Source: an optimization exercise on an open RTL-to-GDS flow (aim: a short achievable clock period and few clock cycles per item). Production flows keep margins and buffers that such runs may drop. No functional check of the RTL was part of this run. Power figures rest on the tool's default switching activity, not on a simulated workload.

**run.sh**
```bash
#!/bin/bash
# synth_recipe.tcl (not shown) runs the flow's synth.tcl, then flattens the netlist and writes it again
# the make line also repeats each setting of config.mk as NAME=value (left out here)
make -C /OpenROAD-flow-scripts/flow DESIGN_CONFIG=/design/flow/config.mk WORK_HOME=/design/flow/orfs CLKGATE_MAP_FILE= SYNTH_SCRIPT=/design/flow/synth_recipe.tcl finish
```
**design.v**
```verilog
module dnp3_tx (
    input  wire        clk,
    input  wire        rst,
    input  wire        cmd_valid,
    output wire        cmd_ready,
    input  wire [7:0]  cmd_plen,    
    input  wire [7:0]  cmd_ctrl,    
    input  wire [15:0] cmd_dst,     
    input  wire [15:0] cmd_src,     
    input  wire        in_valid,
    output wire        in_ready,
    input  wire [31:0] in_data,
    output wire        out_valid,
    input  wire        out_ready,
    output wire [31:0] out_data,
    output wire        out_last,
    output reg         done_valid,
    output reg  [3:0]  done_err,
    output reg  [8:0]  done_len
);
    localparam [3:0] E_OK      = 4'd0,
                     E_LENGTH  = 4'd1,
                     E_RANGE   = 4'd6,
                     E_BADFNC  = 4'd8,
                     E_ADDRESS = 4'd9;
    localparam IFD = 4;               
    localparam IQD = 4;               
    localparam HQD = 4;               
    localparam PFA = 5;               
    localparam PFD = 1 << PFA;        
    function [15:0] crc_s1;
        input [15:0] x;
        begin
            crc_s1[0] = x[3] ^ x[4] ^ x[5] ^ x[8];
            crc_s1[1] = x[0] ^ x[4] ^ x[5] ^ x[6] ^ x[9];
            crc_s1[2] = x[0] ^ x[1] ^ x[5] ^ x[6] ^ x[7] ^ x[10];
            crc_s1[3] = x[0] ^ x[1] ^ x[2] ^ x[3] ^ x[4] ^ x[5] ^ x[6] ^ x[7] ^ x[11];
            crc_s1[4] = x[0] ^ x[1] ^ x[2] ^ x[6] ^ x[7] ^ x[12];
            crc_s1[5] = x[1] ^ x[2] ^ x[4] ^ x[5] ^ x[7] ^ x[13];
            crc_s1[6] = x[0] ^ x[2] ^ x[4] ^ x[6] ^ x[14];
            crc_s1[7] = x[1] ^ x[3] ^ x[5] ^ x[7] ^ x[15];
            crc_s1[8] = x[2] ^ x[3] ^ x[5] ^ x[6];
            crc_s1[9] = x[0] ^ x[3] ^ x[4] ^ x[6] ^ x[7];
            crc_s1[10] = x[0] ^ x[1] ^ x[3] ^ x[7];
            crc_s1[11] = x[1] ^ x[2] ^ x[3] ^ x[5];
            crc_s1[12] = x[0] ^ x[2] ^ x[3] ^ x[4] ^ x[6];
            crc_s1[13] = x[0] ^ x[1] ^ x[3] ^ x[4] ^ x[5] ^ x[7];
            crc_s1[14] = x[1] ^ x[2] ^ x[3] ^ x[6];
            crc_s1[15] = x[2] ^ x[3] ^ x[4] ^ x[7];
        end
    endfunction
    function [15:0] crc_d1;
        input [7:0] x;
        begin
            crc_d1[0] = x[3] ^ x[4] ^ x[5];
            crc_d1[1] = x[0] ^ x[4] ^ x[5] ^ x[6];
            crc_d1[2] = x[0] ^ x[1] ^ x[5] ^ x[6] ^ x[7];
            crc_d1[3] = x[0] ^ x[1] ^ x[2] ^ x[3] ^ x[4] ^ x[5] ^ x[6] ^ x[7];
            crc_d1[4] = x[0] ^ x[1] ^ x[2] ^ x[6] ^ x[7];
            crc_d1[5] = x[1] ^ x[2] ^ x[4] ^ x[5] ^ x[7];
            crc_d1[6] = x[0] ^ x[2] ^ x[4] ^ x[6];
            crc_d1[7] = x[1] ^ x[3] ^ x[5] ^ x[7];
            crc_d1[8] = x[2] ^ x[3] ^ x[5] ^ x[6];
            crc_d1[9] = x[0] ^ x[3] ^ x[4] ^ x[6] ^ x[7];
            crc_d1[10] = x[0] ^ x[1] ^ x[3] ^ x[7];
            crc_d1[11] = x[1] ^ x[2] ^ x[3] ^ x[5];
            crc_d1[12] = x[0] ^ x[2] ^ x[3] ^ x[4] ^ x[6];
            crc_d1[13] = x[0] ^ x[1] ^ x[3] ^ x[4] ^ x[5] ^ x[7];
            crc_d1[14] = x[1] ^ x[2] ^ x[3] ^ x[6];
            crc_d1[15] = x[2] ^ x[3] ^ x[4] ^ x[7];
        end
    endfunction
    function [15:0] crc_s2;
        input [15:0] x;
        begin
            crc_s2[0] = x[1] ^ x[5] ^ x[6] ^ x[7] ^ x[11] ^ x[12] ^ x[13];
            crc_s2[1] = x[0] ^ x[2] ^ x[6] ^ x[7] ^ x[8] ^ x[12] ^ x[13] ^ x[14];
            crc_s2[2] = x[0] ^ x[1] ^ x[3] ^ x[7] ^ x[8] ^ x[9] ^ x[13] ^ x[14] ^ x[15];
            crc_s2[3] = x[0] ^ x[2] ^ x[4] ^ x[5] ^ x[6] ^ x[7] ^ x[8] ^ x[9] ^ x[10] ^ x[11] ^ x[12] ^ x[13] ^ x[14] ^ x[15];
            crc_s2[4] = x[3] ^ x[8] ^ x[9] ^ x[10] ^ x[14] ^ x[15];
            crc_s2[5] = x[1] ^ x[4] ^ x[5] ^ x[6] ^ x[7] ^ x[9] ^ x[10] ^ x[12] ^ x[13] ^ x[15];
            crc_s2[6] = x[0] ^ x[1] ^ x[2] ^ x[8] ^ x[10] ^ x[12] ^ x[14];
            crc_s2[7] = x[1] ^ x[2] ^ x[3] ^ x[9] ^ x[11] ^ x[13] ^ x[15];
            crc_s2[8] = x[0] ^ x[1] ^ x[2] ^ x[3] ^ x[4] ^ x[5] ^ x[6] ^ x[7] ^ x[10] ^ x[11] ^ x[13] ^ x[14];
            crc_s2[9] = x[0] ^ x[1] ^ x[2] ^ x[3] ^ x[4] ^ x[5] ^ x[6] ^ x[7] ^ x[8] ^ x[11] ^ x[12] ^ x[14] ^ x[15];
            crc_s2[10] = x[2] ^ x[3] ^ x[4] ^ x[8] ^ x[9] ^ x[11] ^ x[15];
            crc_s2[11] = x[0] ^ x[1] ^ x[3] ^ x[4] ^ x[6] ^ x[7] ^ x[9] ^ x[10] ^ x[11] ^ x[13];
            crc_s2[12] = x[1] ^ x[2] ^ x[4] ^ x[5] ^ x[7] ^ x[8] ^ x[10] ^ x[11] ^ x[12] ^ x[14];
            crc_s2[13] = x[0] ^ x[2] ^ x[3] ^ x[5] ^ x[6] ^ x[8] ^ x[9] ^ x[11] ^ x[12] ^ x[13] ^ x[15];
            crc_s2[14] = x[3] ^ x[4] ^ x[5] ^ x[9] ^ x[10] ^ x[11] ^ x[14];
            crc_s2[15] = x[0] ^ x[4] ^ x[5] ^ x[6] ^ x[10] ^ x[11] ^ x[12] ^ x[15];
        end
    endfunction
    function [15:0] crc_d2;
        input [15:0] x;
        begin
            crc_d2[0] = x[1] ^ x[5] ^ x[6] ^ x[7] ^ x[11] ^ x[12] ^ x[13];
            crc_d2[1] = x[0] ^ x[2] ^ x[6] ^ x[7] ^ x[8] ^ x[12] ^ x[13] ^ x[14];
            crc_d2[2] = x[0] ^ x[1] ^ x[3] ^ x[7] ^ x[8] ^ x[9] ^ x[13] ^ x[14] ^ x[15];
            crc_d2[3] = x[0] ^ x[2] ^ x[4] ^ x[5] ^ x[6] ^ x[7] ^ x[8] ^ x[9] ^ x[10] ^ x[11] ^ x[12] ^ x[13] ^ x[14] ^ x[15];
            crc_d2[4] = x[3] ^ x[8] ^ x[9] ^ x[10] ^ x[14] ^ x[15];
            crc_d2[5] = x[1] ^ x[4] ^ x[5] ^ x[6] ^ x[7] ^ x[9] ^ x[10] ^ x[12] ^ x[13] ^ x[15];
            crc_d2[6] = x[0] ^ x[1] ^ x[2] ^ x[8] ^ x[10] ^ x[12] ^ x[14];
            crc_d2[7] = x[1] ^ x[2] ^ x[3] ^ x[9] ^ x[11] ^ x[13] ^ x[15];
            crc_d2[8] = x[0] ^ x[1] ^ x[2] ^ x[3] ^ x[4] ^ x[5] ^ x[6] ^ x[7] ^ x[10] ^ x[11] ^ x[13] ^ x[14];
            crc_d2[9] = x[0] ^ x[1] ^ x[2] ^ x[3] ^ x[4] ^ x[5] ^ x[6] ^ x[7] ^ x[8] ^ x[11] ^ x[12] ^ x[14] ^ x[15];
            crc_d2[10] = x[2] ^ x[3] ^ x[4] ^ x[8] ^ x[9] ^ x[11] ^ x[15];
            crc_d2[11] = x[0] ^ x[1] ^ x[3] ^ x[4] ^ x[6] ^ x[7] ^ x[9] ^ x[10] ^ x[11] ^ x[13];
            crc_d2[12] = x[1] ^ x[2] ^ x[4] ^ x[5] ^ x[7] ^ x[8] ^ x[10] ^ x[11] ^ x[12] ^ x[14];
            crc_d2[13] = x[0] ^ x[2] ^ x[3] ^ x[5] ^ x[6] ^ x[8] ^ x[9] ^ x[11] ^ x[12] ^ x[13] ^ x[15];
            crc_d2[14] = x[3] ^ x[4] ^ x[5] ^ x[9] ^ x[10] ^ x[11] ^ x[14];
            crc_d2[15] = x[0] ^ x[4] ^ x[5] ^ x[6] ^ x[10] ^ x[11] ^ x[12] ^ x[15];
        end
    endfunction
    function [15:0] crc_s3;
        input [15:0] x;
        begin
            crc_s3[0] = x[4] ^ x[5] ^ x[6] ^ x[7] ^ x[9] ^ x[13] ^ x[14] ^ x[15];
            crc_s3[1] = x[5] ^ x[6] ^ x[7] ^ x[8] ^ x[10] ^ x[14] ^ x[15];
            crc_s3[2] = x[6] ^ x[7] ^ x[8] ^ x[9] ^ x[11] ^ x[15];
            crc_s3[3] = x[0] ^ x[4] ^ x[5] ^ x[6] ^ x[8] ^ x[10] ^ x[12] ^ x[13] ^ x[14] ^ x[15];
            crc_s3[4] = x[0] ^ x[1] ^ x[4] ^ x[11];
            crc_s3[5] = x[0] ^ x[1] ^ x[2] ^ x[4] ^ x[6] ^ x[7] ^ x[9] ^ x[12] ^ x[13] ^ x[14] ^ x[15];
            crc_s3[6] = x[1] ^ x[2] ^ x[3] ^ x[4] ^ x[6] ^ x[8] ^ x[9] ^ x[10];
            crc_s3[7] = x[0] ^ x[2] ^ x[3] ^ x[4] ^ x[5] ^ x[7] ^ x[9] ^ x[10] ^ x[11];
            crc_s3[8] = x[0] ^ x[1] ^ x[3] ^ x[7] ^ x[8] ^ x[9] ^ x[10] ^ x[11] ^ x[12] ^ x[13] ^ x[14] ^ x[15];
            crc_s3[9] = x[1] ^ x[2] ^ x[4] ^ x[8] ^ x[9] ^ x[10] ^ x[11] ^ x[12] ^ x[13] ^ x[14] ^ x[15];
            crc_s3[10] = x[2] ^ x[3] ^ x[4] ^ x[6] ^ x[7] ^ x[10] ^ x[11] ^ x[12];
            crc_s3[11] = x[0] ^ x[3] ^ x[6] ^ x[8] ^ x[9] ^ x[11] ^ x[12] ^ x[14] ^ x[15];
            crc_s3[12] = x[0] ^ x[1] ^ x[4] ^ x[7] ^ x[9] ^ x[10] ^ x[12] ^ x[13] ^ x[15];
            crc_s3[13] = x[1] ^ x[2] ^ x[5] ^ x[8] ^ x[10] ^ x[11] ^ x[13] ^ x[14];
            crc_s3[14] = x[2] ^ x[3] ^ x[4] ^ x[5] ^ x[7] ^ x[11] ^ x[12] ^ x[13];
            crc_s3[15] = x[3] ^ x[4] ^ x[5] ^ x[6] ^ x[8] ^ x[12] ^ x[13] ^ x[14];
        end
    endfunction
    function [15:0] crc_d3;
        input [23:0] x;
        begin
            crc_d3[0] = x[4] ^ x[5] ^ x[6] ^ x[7] ^ x[9] ^ x[13] ^ x[14] ^ x[15] ^ x[19] ^ x[20] ^ x[21];
            crc_d3[1] = x[5] ^ x[6] ^ x[7] ^ x[8] ^ x[10] ^ x[14] ^ x[15] ^ x[16] ^ x[20] ^ x[21] ^ x[22];
            crc_d3[2] = x[6] ^ x[7] ^ x[8] ^ x[9] ^ x[11] ^ x[15] ^ x[16] ^ x[17] ^ x[21] ^ x[22] ^ x[23];
            crc_d3[3] = x[0] ^ x[4] ^ x[5] ^ x[6] ^ x[8] ^ x[10] ^ x[12] ^ x[13] ^ x[14] ^ x[15] ^ x[16] ^ x[17] ^ x[18] ^ x[19] ^ x[20] ^ x[21] ^ x[22] ^ x[23];
            crc_d3[4] = x[0] ^ x[1] ^ x[4] ^ x[11] ^ x[16] ^ x[17] ^ x[18] ^ x[22] ^ x[23];
            crc_d3[5] = x[0] ^ x[1] ^ x[2] ^ x[4] ^ x[6] ^ x[7] ^ x[9] ^ x[12] ^ x[13] ^ x[14] ^ x[15] ^ x[17] ^ x[18] ^ x[20] ^ x[21] ^ x[23];
            crc_d3[6] = x[1] ^ x[2] ^ x[3] ^ x[4] ^ x[6] ^ x[8] ^ x[9] ^ x[10] ^ x[16] ^ x[18] ^ x[20] ^ x[22];
            crc_d3[7] = x[0] ^ x[2] ^ x[3] ^ x[4] ^ x[5] ^ x[7] ^ x[9] ^ x[10] ^ x[11] ^ x[17] ^ x[19] ^ x[21] ^ x[23];
            crc_d3[8] = x[0] ^ x[1] ^ x[3] ^ x[7] ^ x[8] ^ x[9] ^ x[10] ^ x[11] ^ x[12] ^ x[13] ^ x[14] ^ x[15] ^ x[18] ^ x[19] ^ x[21] ^ x[22];
            crc_d3[9] = x[1] ^ x[2] ^ x[4] ^ x[8] ^ x[9] ^ x[10] ^ x[11] ^ x[12] ^ x[13] ^ x[14] ^ x[15] ^ x[16] ^ x[19] ^ x[20] ^ x[22] ^ x[23];
            crc_d3[10] = x[2] ^ x[3] ^ x[4] ^ x[6] ^ x[7] ^ x[10] ^ x[11] ^ x[12] ^ x[16] ^ x[17] ^ x[19] ^ x[23];
            crc_d3[11] = x[0] ^ x[3] ^ x[6] ^ x[8] ^ x[9] ^ x[11] ^ x[12] ^ x[14] ^ x[15] ^ x[17] ^ x[18] ^ x[19] ^ x[21];
            crc_d3[12] = x[0] ^ x[1] ^ x[4] ^ x[7] ^ x[9] ^ x[10] ^ x[12] ^ x[13] ^ x[15] ^ x[16] ^ x[18] ^ x[19] ^ x[20] ^ x[22];
            crc_d3[13] = x[1] ^ x[2] ^ x[5] ^ x[8] ^ x[10] ^ x[11] ^ x[13] ^ x[14] ^ x[16] ^ x[17] ^ x[19] ^ x[20] ^ x[21] ^ x[23];
            crc_d3[14] = x[2] ^ x[3] ^ x[4] ^ x[5] ^ x[7] ^ x[11] ^ x[12] ^ x[13] ^ x[17] ^ x[18] ^ x[19] ^ x[22];
            crc_d3[15] = x[3] ^ x[4] ^ x[5] ^ x[6] ^ x[8] ^ x[12] ^ x[13] ^ x[14] ^ x[18] ^ x[19] ^ x[20] ^ x[23];
        end
    endfunction
    function [15:0] crc_s4;
        input [15:0] x;
        begin
            crc_s4[0] = x[1] ^ x[2] ^ x[3] ^ x[4] ^ x[5] ^ x[12] ^ x[13] ^ x[14] ^ x[15];
            crc_s4[1] = x[2] ^ x[3] ^ x[4] ^ x[5] ^ x[6] ^ x[13] ^ x[14] ^ x[15];
            crc_s4[2] = x[3] ^ x[4] ^ x[5] ^ x[6] ^ x[7] ^ x[14] ^ x[15];
            crc_s4[3] = x[0] ^ x[1] ^ x[2] ^ x[3] ^ x[6] ^ x[7] ^ x[8] ^ x[12] ^ x[13] ^ x[14];
            crc_s4[4] = x[5] ^ x[7] ^ x[8] ^ x[9] ^ x[12];
            crc_s4[5] = x[0] ^ x[1] ^ x[2] ^ x[3] ^ x[4] ^ x[5] ^ x[6] ^ x[8] ^ x[9] ^ x[10] ^ x[12] ^ x[14] ^ x[15];
            crc_s4[6] = x[0] ^ x[6] ^ x[7] ^ x[9] ^ x[10] ^ x[11] ^ x[12] ^ x[14];
            crc_s4[7] = x[0] ^ x[1] ^ x[7] ^ x[8] ^ x[10] ^ x[11] ^ x[12] ^ x[13] ^ x[15];
            crc_s4[8] = x[3] ^ x[4] ^ x[5] ^ x[8] ^ x[9] ^ x[11] ^ x[15];
            crc_s4[9] = x[0] ^ x[4] ^ x[5] ^ x[6] ^ x[9] ^ x[10] ^ x[12];
            crc_s4[10] = x[2] ^ x[3] ^ x[4] ^ x[6] ^ x[7] ^ x[10] ^ x[11] ^ x[12] ^ x[14] ^ x[15];
            crc_s4[11] = x[1] ^ x[2] ^ x[7] ^ x[8] ^ x[11] ^ x[14];
            crc_s4[12] = x[2] ^ x[3] ^ x[8] ^ x[9] ^ x[12] ^ x[15];
            crc_s4[13] = x[3] ^ x[4] ^ x[9] ^ x[10] ^ x[13];
            crc_s4[14] = x[0] ^ x[1] ^ x[2] ^ x[3] ^ x[10] ^ x[11] ^ x[12] ^ x[13] ^ x[15];
            crc_s4[15] = x[0] ^ x[1] ^ x[2] ^ x[3] ^ x[4] ^ x[11] ^ x[12] ^ x[13] ^ x[14];
        end
    endfunction
    function [15:0] crc_d4;
        input [31:0] x;
        begin
            crc_d4[0] = x[1] ^ x[2] ^ x[3] ^ x[4] ^ x[5] ^ x[12] ^ x[13] ^ x[14] ^ x[15] ^ x[17] ^ x[21] ^ x[22] ^ x[23] ^ x[27] ^ x[28] ^ x[29];
            crc_d4[1] = x[2] ^ x[3] ^ x[4] ^ x[5] ^ x[6] ^ x[13] ^ x[14] ^ x[15] ^ x[16] ^ x[18] ^ x[22] ^ x[23] ^ x[24] ^ x[28] ^ x[29] ^ x[30];
            crc_d4[2] = x[3] ^ x[4] ^ x[5] ^ x[6] ^ x[7] ^ x[14] ^ x[15] ^ x[16] ^ x[17] ^ x[19] ^ x[23] ^ x[24] ^ x[25] ^ x[29] ^ x[30] ^ x[31];
            crc_d4[3] = x[0] ^ x[1] ^ x[2] ^ x[3] ^ x[6] ^ x[7] ^ x[8] ^ x[12] ^ x[13] ^ x[14] ^ x[16] ^ x[18] ^ x[20] ^ x[21] ^ x[22] ^ x[23] ^ x[24] ^ x[25] ^ x[26] ^ x[27] ^ x[28] ^ x[29] ^ x[30] ^ x[31];
            crc_d4[4] = x[5] ^ x[7] ^ x[8] ^ x[9] ^ x[12] ^ x[19] ^ x[24] ^ x[25] ^ x[26] ^ x[30] ^ x[31];
            crc_d4[5] = x[0] ^ x[1] ^ x[2] ^ x[3] ^ x[4] ^ x[5] ^ x[6] ^ x[8] ^ x[9] ^ x[10] ^ x[12] ^ x[14] ^ x[15] ^ x[17] ^ x[20] ^ x[21] ^ x[22] ^ x[23] ^ x[25] ^ x[26] ^ x[28] ^ x[29] ^ x[31];
            crc_d4[6] = x[0] ^ x[6] ^ x[7] ^ x[9] ^ x[10] ^ x[11] ^ x[12] ^ x[14] ^ x[16] ^ x[17] ^ x[18] ^ x[24] ^ x[26] ^ x[28] ^ x[30];
            crc_d4[7] = x[0] ^ x[1] ^ x[7] ^ x[8] ^ x[10] ^ x[11] ^ x[12] ^ x[13] ^ x[15] ^ x[17] ^ x[18] ^ x[19] ^ x[25] ^ x[27] ^ x[29] ^ x[31];
            crc_d4[8] = x[3] ^ x[4] ^ x[5] ^ x[8] ^ x[9] ^ x[11] ^ x[15] ^ x[16] ^ x[17] ^ x[18] ^ x[19] ^ x[20] ^ x[21] ^ x[22] ^ x[23] ^ x[26] ^ x[27] ^ x[29] ^ x[30];
            crc_d4[9] = x[0] ^ x[4] ^ x[5] ^ x[6] ^ x[9] ^ x[10] ^ x[12] ^ x[16] ^ x[17] ^ x[18] ^ x[19] ^ x[20] ^ x[21] ^ x[22] ^ x[23] ^ x[24] ^ x[27] ^ x[28] ^ x[30] ^ x[31];
            crc_d4[10] = x[2] ^ x[3] ^ x[4] ^ x[6] ^ x[7] ^ x[10] ^ x[11] ^ x[12] ^ x[14] ^ x[15] ^ x[18] ^ x[19] ^ x[20] ^ x[24] ^ x[25] ^ x[27] ^ x[31];
            crc_d4[11] = x[1] ^ x[2] ^ x[7] ^ x[8] ^ x[11] ^ x[14] ^ x[16] ^ x[17] ^ x[19] ^ x[20] ^ x[22] ^ x[23] ^ x[25] ^ x[26] ^ x[27] ^ x[29];
            crc_d4[12] = x[2] ^ x[3] ^ x[8] ^ x[9] ^ x[12] ^ x[15] ^ x[17] ^ x[18] ^ x[20] ^ x[21] ^ x[23] ^ x[24] ^ x[26] ^ x[27] ^ x[28] ^ x[30];
            crc_d4[13] = x[3] ^ x[4] ^ x[9] ^ x[10] ^ x[13] ^ x[16] ^ x[18] ^ x[19] ^ x[21] ^ x[22] ^ x[24] ^ x[25] ^ x[27] ^ x[28] ^ x[29] ^ x[31];
            crc_d4[14] = x[0] ^ x[1] ^ x[2] ^ x[3] ^ x[10] ^ x[11] ^ x[12] ^ x[13] ^ x[15] ^ x[19] ^ x[20] ^ x[21] ^ x[25] ^ x[26] ^ x[27] ^ x[30];
            crc_d4[15] = x[0] ^ x[1] ^ x[2] ^ x[3] ^ x[4] ^ x[11] ^ x[12] ^ x[13] ^ x[14] ^ x[16] ^ x[20] ^ x[21] ^ x[22] ^ x[26] ^ x[27] ^ x[28] ^ x[31];
        end
    endfunction
    function [15:0] crc_ha;
        input [39:0] x;
        begin
            crc_ha[0] = x[3] ^ x[5] ^ x[9] ^ x[10] ^ x[11] ^ x[12] ^ x[13] ^ x[20] ^ x[21] ^ x[22] ^ x[23] ^ x[25] ^ x[29] ^ x[30] ^ x[31] ^ x[35] ^ x[36] ^ x[37] ^ 1'b1;
            crc_ha[1] = x[0] ^ x[4] ^ x[6] ^ x[10] ^ x[11] ^ x[12] ^ x[13] ^ x[14] ^ x[21] ^ x[22] ^ x[23] ^ x[24] ^ x[26] ^ x[30] ^ x[31] ^ x[32] ^ x[36] ^ x[37] ^ x[38];
            crc_ha[2] = x[0] ^ x[1] ^ x[5] ^ x[7] ^ x[11] ^ x[12] ^ x[13] ^ x[14] ^ x[15] ^ x[22] ^ x[23] ^ x[24] ^ x[25] ^ x[27] ^ x[31] ^ x[32] ^ x[33] ^ x[37] ^ x[38] ^ x[39];
            crc_ha[3] = x[1] ^ x[2] ^ x[3] ^ x[5] ^ x[6] ^ x[8] ^ x[9] ^ x[10] ^ x[11] ^ x[14] ^ x[15] ^ x[16] ^ x[20] ^ x[21] ^ x[22] ^ x[24] ^ x[26] ^ x[28] ^ x[29] ^ x[30] ^ x[31] ^ x[32] ^ x[33] ^ x[34] ^ x[35] ^ x[36] ^ x[37] ^ x[38] ^ x[39];
            crc_ha[4] = x[2] ^ x[4] ^ x[5] ^ x[6] ^ x[7] ^ x[13] ^ x[15] ^ x[16] ^ x[17] ^ x[20] ^ x[27] ^ x[32] ^ x[33] ^ x[34] ^ x[38] ^ x[39];
            crc_ha[5] = x[6] ^ x[7] ^ x[8] ^ x[9] ^ x[10] ^ x[11] ^ x[12] ^ x[13] ^ x[14] ^ x[16] ^ x[17] ^ x[18] ^ x[20] ^ x[22] ^ x[23] ^ x[25] ^ x[28] ^ x[29] ^ x[30] ^ x[31] ^ x[33] ^ x[34] ^ x[36] ^ x[37] ^ x[39];
            crc_ha[6] = x[3] ^ x[5] ^ x[7] ^ x[8] ^ x[14] ^ x[15] ^ x[17] ^ x[18] ^ x[19] ^ x[20] ^ x[22] ^ x[24] ^ x[25] ^ x[26] ^ x[32] ^ x[34] ^ x[36] ^ x[38] ^ 1'b1;
            crc_ha[7] = x[4] ^ x[6] ^ x[8] ^ x[9] ^ x[15] ^ x[16] ^ x[18] ^ x[19] ^ x[20] ^ x[21] ^ x[23] ^ x[25] ^ x[26] ^ x[27] ^ x[33] ^ x[35] ^ x[37] ^ x[39] ^ 1'b1;
            crc_ha[8] = x[0] ^ x[3] ^ x[7] ^ x[11] ^ x[12] ^ x[13] ^ x[16] ^ x[17] ^ x[19] ^ x[23] ^ x[24] ^ x[25] ^ x[26] ^ x[27] ^ x[28] ^ x[29] ^ x[30] ^ x[31] ^ x[34] ^ x[35] ^ x[37] ^ x[38];
            crc_ha[9] = x[0] ^ x[1] ^ x[4] ^ x[8] ^ x[12] ^ x[13] ^ x[14] ^ x[17] ^ x[18] ^ x[20] ^ x[24] ^ x[25] ^ x[26] ^ x[27] ^ x[28] ^ x[29] ^ x[30] ^ x[31] ^ x[32] ^ x[35] ^ x[36] ^ x[38] ^ x[39];
            crc_ha[10] = x[1] ^ x[2] ^ x[3] ^ x[10] ^ x[11] ^ x[12] ^ x[14] ^ x[15] ^ x[18] ^ x[19] ^ x[20] ^ x[22] ^ x[23] ^ x[26] ^ x[27] ^ x[28] ^ x[32] ^ x[33] ^ x[35] ^ x[39] ^ 1'b1;
            crc_ha[11] = x[2] ^ x[4] ^ x[5] ^ x[9] ^ x[10] ^ x[15] ^ x[16] ^ x[19] ^ x[22] ^ x[24] ^ x[25] ^ x[27] ^ x[28] ^ x[30] ^ x[31] ^ x[33] ^ x[34] ^ x[35] ^ x[37] ^ 1'b1;
            crc_ha[12] = x[3] ^ x[5] ^ x[6] ^ x[10] ^ x[11] ^ x[16] ^ x[17] ^ x[20] ^ x[23] ^ x[25] ^ x[26] ^ x[28] ^ x[29] ^ x[31] ^ x[32] ^ x[34] ^ x[35] ^ x[36] ^ x[38];
            crc_ha[13] = x[0] ^ x[4] ^ x[6] ^ x[7] ^ x[11] ^ x[12] ^ x[17] ^ x[18] ^ x[21] ^ x[24] ^ x[26] ^ x[27] ^ x[29] ^ x[30] ^ x[32] ^ x[33] ^ x[35] ^ x[36] ^ x[37] ^ x[39] ^ 1'b1;
            crc_ha[14] = x[1] ^ x[3] ^ x[7] ^ x[8] ^ x[9] ^ x[10] ^ x[11] ^ x[18] ^ x[19] ^ x[20] ^ x[21] ^ x[23] ^ x[27] ^ x[28] ^ x[29] ^ x[33] ^ x[34] ^ x[35] ^ x[38] ^ 1'b1;
            crc_ha[15] = x[2] ^ x[4] ^ x[8] ^ x[9] ^ x[10] ^ x[11] ^ x[12] ^ x[19] ^ x[20] ^ x[21] ^ x[22] ^ x[24] ^ x[28] ^ x[29] ^ x[30] ^ x[34] ^ x[35] ^ x[36] ^ x[39];
        end
    endfunction
    function [15:0] crc_hb;
        input [7:0] x;
        begin
            crc_hb[0] = x[0] ^ x[1] ^ x[4] ^ x[6] ^ x[7];
            crc_hb[1] = x[0] ^ x[1] ^ x[2] ^ x[5] ^ x[7];
            crc_hb[2] = x[0] ^ x[1] ^ x[2] ^ x[3] ^ x[6];
            crc_hb[3] = x[2] ^ x[3] ^ x[6];
            crc_hb[4] = x[1] ^ x[3] ^ x[6];
            crc_hb[5] = x[0] ^ x[1] ^ x[2] ^ x[6];
            crc_hb[6] = x[0] ^ x[2] ^ x[3] ^ x[4] ^ x[6];
            crc_hb[7] = x[0] ^ x[1] ^ x[3] ^ x[4] ^ x[5] ^ x[7];
            crc_hb[8] = x[0] ^ x[2] ^ x[5] ^ x[7];
            crc_hb[9] = x[1] ^ x[3] ^ x[6];
            crc_hb[10] = x[0] ^ x[1] ^ x[2] ^ x[6];
            crc_hb[11] = x[2] ^ x[3] ^ x[4] ^ x[6];
            crc_hb[12] = x[0] ^ x[3] ^ x[4] ^ x[5] ^ x[7];
            crc_hb[13] = x[0] ^ x[1] ^ x[4] ^ x[5] ^ x[6];
            crc_hb[14] = x[2] ^ x[4] ^ x[5];
            crc_hb[15] = x[0] ^ x[3] ^ x[5] ^ x[6];
        end
    endfunction
    function [3:0] header_err;
        input [7:0]  c;
        input [15:0] dst;
        input [15:0] src;
        reg          fnc_ok, fcv_req;
        begin
            fnc_ok  = c[6] ? (c[3:0] == 4'd0 || c[3:0] == 4'd1 || c[3:0] == 4'd2 ||
                              c[3:0] == 4'd3 || c[3:0] == 4'd4 || c[3:0] == 4'd9)
                           : (c[3:0] == 4'd0 || c[3:0] == 4'd1 || c[3:0] == 4'd11);
            fcv_req = (c[3:0] == 4'd2) || (c[3:0] == 4'd3);
            if (!fnc_ok)                        header_err = E_BADFNC;
            else if (c[6] && (c[4] != fcv_req)) header_err = E_RANGE;
            else if (!c[6] && c[5])             header_err = E_RANGE;
            else if (src == 16'hFFFF)           header_err = E_ADDRESS;
            else if (dst == src)                header_err = E_ADDRESS;
            else                                header_err = E_OK;
        end
    endfunction
    reg rst_r;
    always @(posedge clk) rst_r <= rst;
    wire rst_any = rst | rst_r;
    reg        cmd_ready_r;
    reg        c1_v;
    reg [7:0]  c1_p, c1_c;
    reg [15:0] c1_d, c1_s;
    assign cmd_ready = cmd_ready_r;
    always @(posedge clk) begin
        c1_v <= !rst && cmd_valid && cmd_ready_r;
        c1_p <= cmd_plen;
        c1_c <= cmd_ctrl;
        c1_d <= cmd_dst;
        c1_s <= cmd_src;
    end
    reg        c2_v;
    reg [7:0]  c2_p, c2_c, c2_len;
    reg [15:0] c2_d, c2_s, c2_ha;
    reg [3:0]  c2_err;
    always @(posedge clk) begin
        c2_v   <= c1_v && !rst_r;
        c2_p   <= c1_p;
        c2_c   <= c1_c;
        c2_d   <= c1_d;
        c2_s   <= c1_s;
        c2_len <= c1_p + 8'd5;
        c2_ha  <= crc_ha({c1_s, c1_d, c1_c});
        c2_err <= (c1_p > 8'd250) ? E_LENGTH : header_err(c1_c, c1_d, c1_s);
    end
    wire        c2_ok    = (c2_err == E_OK);
    wire [4:0]  c2_pblk  = c2_p[7:4] + {3'd0, (c2_p[3:0] != 4'd0)};
    wire [8:0]  c2_tlen  = {1'b0, c2_p} + {3'd0, c2_pblk, 1'b0} + 9'd10;
    wire [6:0]  c2_nb    = c2_p[7:2] + {5'd0, (c2_p[1:0] != 2'd0)};
    wire [15:0] c2_crc0  = ~(c2_ha ^ crc_hb(c2_len));
    reg [22:0] iq_mem [0:IQD-1];
    reg [1:0]  iq_wr, iq_rd;
    reg [2:0]  iq_cnt;
    reg [2:0]  iq_free;               
    wire       iq_pop;
    reg [64:0] hq_mem [0:HQD-1];
    reg [1:0]  hq_wr, hq_rd;
    reg        hq_ne;
    reg [2:0]  hq_cnt;
    reg [2:0]  hq_free;
    wire       hq_pop;
    wire       hq_push = c2_v && c2_ok;
    always @(posedge clk) begin
        if (c2_v)
            iq_mem[iq_wr] <= {c2_nb, c2_ok, c2_err, c2_ok ? c2_tlen : 9'd0, c2_p[1:0]};
        if (hq_push)
            hq_mem[hq_wr] <= {(c2_p == 8'd0), c2_crc0, c2_s, c2_d, c2_c, c2_len};
    end
    wire [2:0] iq_free_n = iq_free - {2'd0, c1_v} + {2'd0, iq_pop};
    wire [2:0] hq_free_n = hq_free - {2'd0, c1_v} + {2'd0, hq_pop} + {2'd0, c2_v && !c2_ok};
    wire [2:0] hq_cnt_n  = hq_cnt + {2'd0, hq_push} - {2'd0, hq_pop};
    always @(posedge clk) begin
        if (rst_r) begin
            iq_wr <= 2'd0; iq_rd <= 2'd0; iq_cnt <= 3'd0;
            hq_wr <= 2'd0; hq_rd <= 2'd0; hq_cnt <= 3'd0; hq_ne <= 1'b0;
        end else begin
            if (c2_v) iq_wr <= iq_wr + 2'd1;
            if (iq_pop) iq_rd <= iq_rd + 2'd1;
            iq_cnt <= iq_cnt + {2'd0, c2_v} - {2'd0, iq_pop};
            if (hq_push) hq_wr <= hq_wr + 2'd1;
            if (hq_pop) hq_rd <= hq_rd + 2'd1;
            hq_cnt <= hq_cnt_n;
            hq_ne  <= (hq_cnt_n != 3'd0);
        end
        if (rst_any) begin
            iq_free     <= IQD;
            hq_free     <= HQD;
            cmd_ready_r <= 1'b1;
        end else begin
            iq_free     <= iq_free_n;
            hq_free     <= hq_free_n;
            cmd_ready_r <= (iq_free_n > {2'd0, cmd_ready_r}) && (hq_free_n > {2'd0, cmd_ready_r});
        end
    end
    reg        in_ready_r;
    reg        i1_v;
    reg [31:0] i1_d;
    assign in_ready = in_ready_r;
    always @(posedge clk) begin
        i1_v <= !rst && in_valid && in_ready_r;
        i1_d <= in_data;
    end
    reg [31:0] if_mem [0:IFD-1];
    reg [1:0]  if_wr, if_rd;
    reg        if_ne;
    reg [2:0]  if_cnt;
    reg [2:0]  if_free;               
    wire       if_pop;
    wire [2:0] if_cnt_n  = if_cnt + {2'd0, i1_v} - {2'd0, if_pop};
    wire [2:0] if_free_n = if_free - {2'd0, i1_v} + {2'd0, if_pop};
    always @(posedge clk) begin
        if (i1_v) if_mem[if_wr] <= i1_d;
        if (rst_r) begin
            if_wr <= 2'd0; if_rd <= 2'd0; if_cnt <= 3'd0; if_ne <= 1'b0;
        end else begin
            if (i1_v) if_wr <= if_wr + 2'd1;
            if (if_pop) if_rd <= if_rd + 2'd1;
            if_cnt <= if_cnt_n;
            if_ne  <= (if_cnt_n != 3'd0);
        end
        if (rst_any) begin
            if_free    <= IFD;
            in_ready_r <= 1'b1;
        end else begin
            if_free    <= if_free_n;
            in_ready_r <= (if_free_n > {2'd0, in_ready_r});
        end
    end
    wire [22:0] iq_h = iq_mem[iq_rd];
    wire [6:0]  iqh_nb   = iq_h[22:16];
    wire        iqh_ok   = iq_h[15];
    wire [3:0]  iqh_err  = iq_h[14:11];
    wire [8:0]  iqh_tlen = iq_h[10:2];
    wire [1:0]  iqh_pm   = iq_h[1:0];
    reg         cur_v, cur_ok;
    reg  [6:0]  cur_rem;
    reg  [3:0]  cur_err;
    reg  [8:0]  cur_tlen;
    reg  [1:0]  cur_pm, cur_bib;
    reg  [PFA:0] pf_cred;             
    wire iq_ne   = (iq_cnt != 3'd0);
    wire load    = !cur_v && iq_ne;
    wire cur_last = (cur_rem == 7'd1);
    wire beat    = cur_v && if_ne && (!cur_ok || (pf_cred != 0));
    wire issue   = beat && cur_ok;
    assign iq_pop = load;
    assign if_pop = beat;
    wire pf_pop;
    reg         s2_v, s2_first, s2_end, s2_last;
    reg  [1:0]  s2_pm;
    reg  [31:0] s2_d;
    always @(posedge clk) begin
        s2_d     <= if_mem[if_rd];
        s2_first <= (cur_bib == 2'd0);
        s2_end   <= (cur_bib == 2'd3) || cur_last;
        s2_last  <= cur_last;
        s2_pm    <= cur_pm;
        if (rst_r) begin
            cur_v   <= 1'b0;
            s2_v    <= 1'b0;
            pf_cred <= PFD;
        end else begin
            s2_v    <= issue;
            pf_cred <= pf_cred - {{PFA{1'b0}}, issue} + {{PFA{1'b0}}, pf_pop};
            if (load) begin
                cur_v    <= (iqh_nb != 7'd0);
                cur_ok   <= iqh_ok;
                cur_rem  <= iqh_nb;
                cur_err  <= iqh_err;
                cur_tlen <= iqh_tlen;
                cur_pm   <= iqh_pm;
                cur_bib  <= 2'd0;
            end else if (beat) begin
                cur_rem <= cur_rem - 7'd1;
                cur_bib <= cur_bib + 2'd1;
                if (cur_last) cur_v <= 1'b0;
            end
        end
        if (rst_any) begin
            done_valid <= 1'b0;
        end else begin
            done_valid <= (load && iqh_nb == 7'd0) || (beat && cur_last);
        end
        done_err <= load ? iqh_err  : cur_err;
        done_len <= load ? iqh_tlen : cur_tlen;
    end
    reg         s3_v, s3_first, s3_end, s3_last;
    reg  [1:0]  s3_pm;              
    reg  [31:0] s3_d;
    reg  [15:0] s3_dx;
    wire [1:0]  s2_nbm = s2_last ? s2_pm : 2'd0;
    always @(posedge clk) begin
        s3_v     <= s2_v && !rst_r;
        s3_first <= s2_first;
        s3_end   <= s2_end;
        s3_last  <= s2_last;
        s3_pm    <= s2_nbm;
        s3_d     <= s2_d;
        case (s2_nbm)
            2'd1:    s3_dx <= crc_d1(s2_d[7:0]);
            2'd2:    s3_dx <= crc_d2(s2_d[15:0]);
            2'd3:    s3_dx <= crc_d3(s2_d[23:0]);
            default: s3_dx <= crc_d4(s2_d);
        endcase
    end
    reg  [15:0] acc;
    reg         s4_v, s4_end, s4_last;
    reg  [1:0]  s4_pm;
    reg  [31:0] s4_d;
    wire [15:0] acc_in = s3_first ? 16'd0 : acc;
    reg  [15:0] acc_s;
    always @(*) begin
        case (s3_pm)
            2'd1:    acc_s = crc_s1(acc_in);
            2'd2:    acc_s = crc_s2(acc_in);
            2'd3:    acc_s = crc_s3(acc_in);
            default: acc_s = crc_s4(acc_in);
        endcase
    end
    always @(posedge clk) begin
        s4_v    <= s3_v && !rst_r;
        s4_end  <= s3_end;
        s4_last <= s3_last;
        s4_pm   <= s3_pm;
        s4_d    <= s3_d;
        if (s3_v) acc <= acc_s ^ s3_dx;
    end
    wire [15:0] crc_o = ~acc;
    reg  [49:0] chunk;
    always @(*) begin
        if (!s4_end)
            chunk = {1'b0, 1'b0, 16'd0, s4_d};
        else if (!s4_last)
            chunk = {1'b0, 1'b1, crc_o, s4_d};
        else case (s4_pm)
            2'd1:    chunk = {1'b1, 1'b0, 24'd0, crc_o, s4_d[7:0]};
            2'd2:    chunk = {1'b1, 1'b0, 16'd0, crc_o, s4_d[15:0]};
            2'd3:    chunk = {1'b1, 1'b1, 8'd0,  crc_o, s4_d[23:0]};
            default: chunk = {1'b1, 1'b1,        crc_o, s4_d};
        endcase
    end
    reg  [49:0]  pf_mem [0:PFD-1];
    reg  [PFA-1:0] pf_wr, pf_rd, pf_rd1;
    reg  [PFA:0] pf_cnt;
    reg          pf_hv, pf_c0, pf_c1;   
    reg  [49:0]  pf_h;
    wire         pf_push = s4_v;
    wire [PFA:0] pf_cnt_n = pf_cnt + {{PFA{1'b0}}, pf_push} - {{PFA{1'b0}}, pf_pop};
    always @(posedge clk) begin
        if (pf_push) pf_mem[pf_wr] <= chunk;
        if (pf_push && (pf_pop ? pf_c1 : pf_c0))
            pf_h <= chunk;
        else if (pf_pop)
            pf_h <= pf_mem[pf_rd1];
        if (rst_r) begin
            pf_wr  <= {PFA{1'b0}};
            pf_rd  <= {PFA{1'b0}};
            pf_rd1 <= {{(PFA-1){1'b0}}, 1'b1};
            pf_cnt <= {(PFA+1){1'b0}};
            pf_hv  <= 1'b0;
            pf_c0  <= 1'b1;
            pf_c1  <= 1'b0;
        end else begin
            if (pf_push) pf_wr <= pf_wr + 1'b1;
            if (pf_pop) begin
                pf_rd  <= pf_rd1;
                pf_rd1 <= pf_rd1 + 1'b1;
            end
            pf_cnt <= pf_cnt_n;
            pf_hv  <= (pf_cnt_n != 0);
            pf_c0  <= (pf_cnt_n == 0);
            pf_c1  <= (pf_cnt_n == 1);
        end
    end
    reg  [1:0]  ph;         
    reg         pc2, pc4;   
    reg         pl;         
    reg  [31:0] pend;
    reg         up_rdy;     
    wire [64:0] hq_h = hq_mem[hq_rd];
    wire [49:0] hchunk = {hq_h[64], 1'b1, hq_h[63:16]};
    wire        take_h = up_rdy && !pc4 && (ph == 2'd1);
    wire        take_p = up_rdy && !pc4 && (ph == 2'd2) && pf_hv;
    wire        emit_h0 = up_rdy && !pc4 && (ph == 2'd0) && hq_ne;
    wire        emit_p  = up_rdy && pc4;
    wire        take    = take_h || take_p;
    wire [49:0] ck      = (ph == 2'd1) ? hchunk : pf_h;
    wire        ck_last = ck[49];
    wire        ck_wide = ck[48];
    assign hq_pop = take_h;
    assign pf_pop = take_p;
    wire        emit = emit_p || emit_h0 || take;
    reg  [31:0] e_d;
    reg         e_l;
    always @(*) begin
        if (pc4) begin
            e_d = pend;
            e_l = pl;
        end else if (ph == 2'd0) begin
            e_d = {hq_h[15:0], 8'h64, 8'h05};
            e_l = 1'b0;
        end else begin
            e_d = pc2 ? {ck[15:0], pend[15:0]} : ck[31:0];
            e_l = ck_last && !pc2 && !ck_wide;
        end
    end
    always @(posedge clk) begin
        if (take)
            pend <= pc2 ? ck[47:16] : {16'd0, ck[47:32]};
        if (rst_r) begin
            ph  <= 2'd0;
            pc2 <= 1'b0;
            pc4 <= 1'b0;
            pl  <= 1'b0;
        end else if (emit_p) begin
            pc4 <= 1'b0;
        end else if (emit_h0) begin
            ph <= 2'd1;
        end else if (take) begin
            if (ck_last) begin
                ph  <= 2'd0;
                pc2 <= 1'b0;
                pc4 <= pc2 || ck_wide;
                pl  <= 1'b1;
            end else begin
                ph  <= 2'd2;
                pc2 <= pc2 ^ ck_wide;
                pc4 <= pc2 & ck_wide;
                pl  <= 1'b0;
            end
        end
    end
    reg         o_v, o_l, k_v, k_l;
    reg  [31:0] o_d, k_d;
    assign out_valid = o_v;
    assign out_data  = o_d;
    assign out_last  = o_l;
    wire o_free = !o_v || out_ready;
    always @(posedge clk) begin
        if (o_free) begin
            o_d <= k_v ? k_d : e_d;
            o_l <= k_v ? k_l : e_l;
        end
        if (!o_free && emit) begin
            k_d <= e_d;
            k_l <= e_l;
        end
        if (rst_any) begin
            o_v    <= 1'b0;
            k_v    <= 1'b0;
            up_rdy <= 1'b0;
        end else begin
            if (o_free) begin
                o_v <= k_v || emit;
                k_v <= 1'b0;
            end else if (emit) begin
                k_v <= 1'b1;
            end
            up_rdy <= !(k_v ? !o_free : (!o_free && emit));
        end
    end
endmodule
```
**config.mk**
```make
export PLATFORM = sky130hd
export DESIGN_NAME = dnp3_tx
export DESIGN_NICKNAME = dnp3_tx
export VERILOG_FILES = /design/flow/design.v
export SDC_FILE = /design/flow/constraint.sdc
export NUM_CORES = 4
export LEC_CHECK = 0
export ABC_CLOCK_PERIOD_IN_PS = 2500
export CAP_MARGIN = 20
export CORE_MARGIN = 2
export CORE_UTILIZATION = 40
export PLACE_DENSITY = 0.6
export SETUP_SLACK_MARGIN = 5
export SLEW_MARGIN = 20
```
**constraint.sdc**
```tcl
create_clock -name core_clock -period 8.0 [get_ports {clk}]
set_input_delay 1.6000 -clock core_clock [delete_from_list [all_inputs] [get_ports {clk}]]
set_output_delay 1.6000 -clock core_clock [all_outputs]
set_load 0.01 [all_outputs]
```
==> key figures <==
Status
  • Status: timing/DRC/antenna clean

Placed design
  • Final GP Congestion: 0.890
  • PortBufs: 134
  • DP Wirelength: 157 mm
  • Post-DP Area: 112,000 um2

STA
  • Max Clock Freq: 0.317 GHz
  • Slew headroom: 21.3%
  • Minimum clock period: 3160 ps
  • Final setup TNS: 0 ps
  • Crit share post-route: 39.4%
  • Final setup viols: 0
  • Final hold slack: 293 ps
  • Worst slew pin tran: 1170 ps
  • Max Slew Vio Count: 0
  • Clk_skew: 49.9 ps
  • Final hold violations: 0
  • Unrepaired setup endpoints after global routing: true

Global routing
  • First-pass GRT wire length: 389 mm
  • Largest net degree at the start of global routing: 66
  • GRT Resource Usage Total: 20.0%
  • Grt ovf: 0
  • Vias in the first global route: 53,300
  • Initial antenna violation count: 15

Synthesis
  • Most used DFF post-synth: edfxtp_1
  • Most frequent cell after synthesis: edfxtp_1
  • Cell taking the most area after synthesis: edfxtp_1
  • Synthesized area: 106,000 um2
  • Post-synthesis sequential area ratio: 71.4%
  • Share of Yosys cell area claimed by the top area cell type: 64.3%
  • Asr flop ratio synth: 0%
  • Ys Warns: 1
  • Synth top area cells: edfxtp_1 (64%), mux4_2 (13%), dfxtp_1 (7.2%)
  • Syn Area/Cell: 19.3 um2
  • Synth Register Bits: 2,644
  • Synthesized Nets: 5,656
  • Post-synth cell types: 78
  • Number of cells produced by synthesis: 5,486
  • EDFF count, synth: 2,265
  • Commonest cells in the netlist: edfxtp_1 (2,265), mux4_2 (619), xnor2_1 (485)

Floorplan
  • Core area: 263,000 um2
  • Starting density of the core: 40.3%
  • Die area: 269,000 um2
  • Die X: 518 um
  • Die Ht: 518 um
  • Placement row count: 188
  • I/O pins: 135

Clock tree
  • CTS Root Cell: clkbuf_16
  • CTS H-Tree Depth: 5
  • Clock net sink count: 2,644
  • Number of buffers created by CTS: 276
  • Worst-Skew Late Latency: 860 ps
  • CTS tree: done
  • Longest Clk Path Bufs: 4
  • Reg clk slew, reported paths: 60 ps

Power
  • Clk pwr share: 36.8%
  • Pint: 25.5 mW
  • Sw frac: 25.2%
  • Net switching power: 8.60 mW
  • Peak supply drop: 0.000190 V
  • Pleak: 39.8 nW
  • Pwr per Cell Area: 280 nW/um2
  • Logic gate share of total power: 15.0%
  • Sequential power share: 48.2%

Layout
  • Filler instances: 21,900
  • Layout cells sized above 1: 24.9%
  • Nets@finish: 6,020
  • P&R area growth vs syn: 15.3%
  • Fin area: 122,000 um2

Drt
  • DRC errors left: 0
  • Vias per cell: 5.51
  • Violation count after the first detailed-route iteration: 6,166
  • Via count: 52,800
  • Final WL: 274 mm
  • Antenna Nets Post-Route: 0
  • 1st-pass router iterations: 5
  • WL/cell: 28.6 um

Critical path
  • Worst setup SP type: register
  • Critical path class: register to register
  • WP data arrival: 3720 ps
  • Crit end category: register
  • Crit Path Max Fanout: 4
  • Worst Path Required: 8570 ps
  • R2R Setup Slk: 4840 ps

Job
  • Max-cap violations: 0

Hold path
  • Min-Delay Path Class: register to register
## cells by family after synthesis
group,after synthesis,share of synthesized area [%]
AND/OR/NAND/NOR,534,2.23
AO/OA/AOI/OAI,357,2.14
buffers and inverters,410,1.71
multiplexers,741,14.4
adder cells (fa/ha/maj),85,1.08
XOR/XNOR,715,7.02
flip-flops,2644,71.4
## layer usage
layer	share of wire [%]	global-route usage, %
met5	0.0066	0
met4	2.4	5.22
met3	8.7	4.42
met2	47	31.2
met1	42	28.4
## final cells by class
class / instances / area, um2 / share of cell area (%)
Sequential cell: 2644 / 75700 / 62.0
Multi-Input combinational cell: 2433 / 29100 / 23.8
Clock buffer: 367 / 7670 / 6.29
Tap cell: 3515 / 4400 / 3.60
Timing Repair Buffer: 382 / 3630 / 2.98
Clock inverter: 126 / 1140 / 0.933
Inverter: 113 / 438 / 0.359
Antenna cell: 9 / 22.5 / 0.0185
## per-stage QoR
| stage | util [%] | cells | power, mW | setup WS [ps] |
|---|---|---|---|---|
| floorplan | - | 5486 | 20.2 | 4290 |
| global placement | 42.5 | 8967 | 21.7 | 4020 |
| detailed placement | 42.5 | 8969 | 21.8 | 4010 |
| CTS | 46.2 | 9545 | 34.3 | 4820 |
| global route | 46.4 | 9581 | 35.3 | 4700 |
| finish | 46.4 | 9589 | 34.1 | 4840 |
## critical path, stage by stage, from the launching register on
cell and delay, ps:
dfxtp_4 350, or2_4 230, or3_4 350, ha_4 180, ha_4 160, xnor2_2 120, ha_1 320, inv_1 50
ha_1 260, a21o_1 190, a21oi_2 150, o21bai_1 110, a21oi_2 140, xor2_1 180, nor2_2 80
## power groups by stage
stage	Combinational (mW)	Clock (mW)	Sequential, mW
4_1_cts	5.09	12.8	16.4
5_1_grt	5.51	13.3	16.5
2_1_floorplan	3.73	0	16.5
6_report	5.12	12.6	16.4
3_5_place_dp	5.06	0	16.7
3_3_place_gp	5.00	0	16.7
## path summary, 6_finish.rpt
check,from,to,cells after the start
worst max-delay path,c2_p[1],iq_mem[1][9],14
worst min-delay path,s2_first,s3_first,0
worst max register to register,c2_p[1],iq_mem[1][9],14
worst min register to register,s2_first,s3_first,0
## state kept, by name, indices dropped and copies added (netlist names), 32 cells and up, named ones only
register / count
pend: 32
if_mem: 128
k_d: 32
i1_d: 32
s3_d: 32
s4_d: 32
pf_h: 50
iq_mem: 88
o_d: 32
pf_mem: 1600
s2_d: 32
hq_mem: 260
## cells in the final DEF, fill, tap and decap left out, types with 16 or more instances in the layout
cell / instances
clkinv_1: 52
a21o_1: 25
buf_4: 185
buf_2: 48
xnor3_1: 48
clkbuf_1: 65
nand2_1: 228
clkdlybuf4s50_1: 84
xnor2_1: 483
inv_1: 105
and2_1: 16
mux2_2: 40
a211oi_1: 20
bufinv_16: 17
mux2i_1: 81
nor2_4: 25
a31oi_1: 23
mux4_2: 619
and3_1: 20
o21ai_0: 73
clkbuf_16: 294
xor2_1: 143
o22ai_1: 25
a221oi_1: 18
nor2_1: 114
a21oi_1: 88
ha_1: 70
dfxtp_1: 356
edfxtp_1: 2265
buf_6: 27
clkinv_2: 30
## timing repair
item	in CTS	in global routing
endpoints found under the hold margin	0	0
gates resized for setup	280	38
setup endpoints to repair	1076	113
gates cloned	4	3
pin swaps	32	10
setup buffers	79	32
hold buffers	0	0

-- what the ideal ports hide --
No port has a modelled driver above. Below, the same layout with a new extraction and two added sets of constraints. Step 1 (the two cells are an assumption about what drives the block):
set clk [get_ports {clk}]
set_driving_cell -lib_cell sky130_fd_sc_hd__clkbuf_16 $clk
set_driving_cell -lib_cell sky130_fd_sc_hd__buf_2 [delete_from_list [all_inputs] $clk]
Step 2 moves the port delays by t, midway between the first and last clock arrival at a register: inputs arrive t later, outputs are due t later. That takes back most of the time a late clock gives input paths. Slacks: ideal / step 1 / step 2; pairs: ideal / step 1.
t (ns): 0.928
setup WS [ns]: 4.845 / 4.821 / 4.283
worst setup path after step 2: input to register
latest minus earliest clock arrival (ns): 0.059 / 0.059
worst register clock-pin slew, ns: 0.07 / 0.07
After both steps this run still meets setup and hold. The setup slack of this run moves by -0.024 ns with the drivers and by -0.562 ns with both steps.
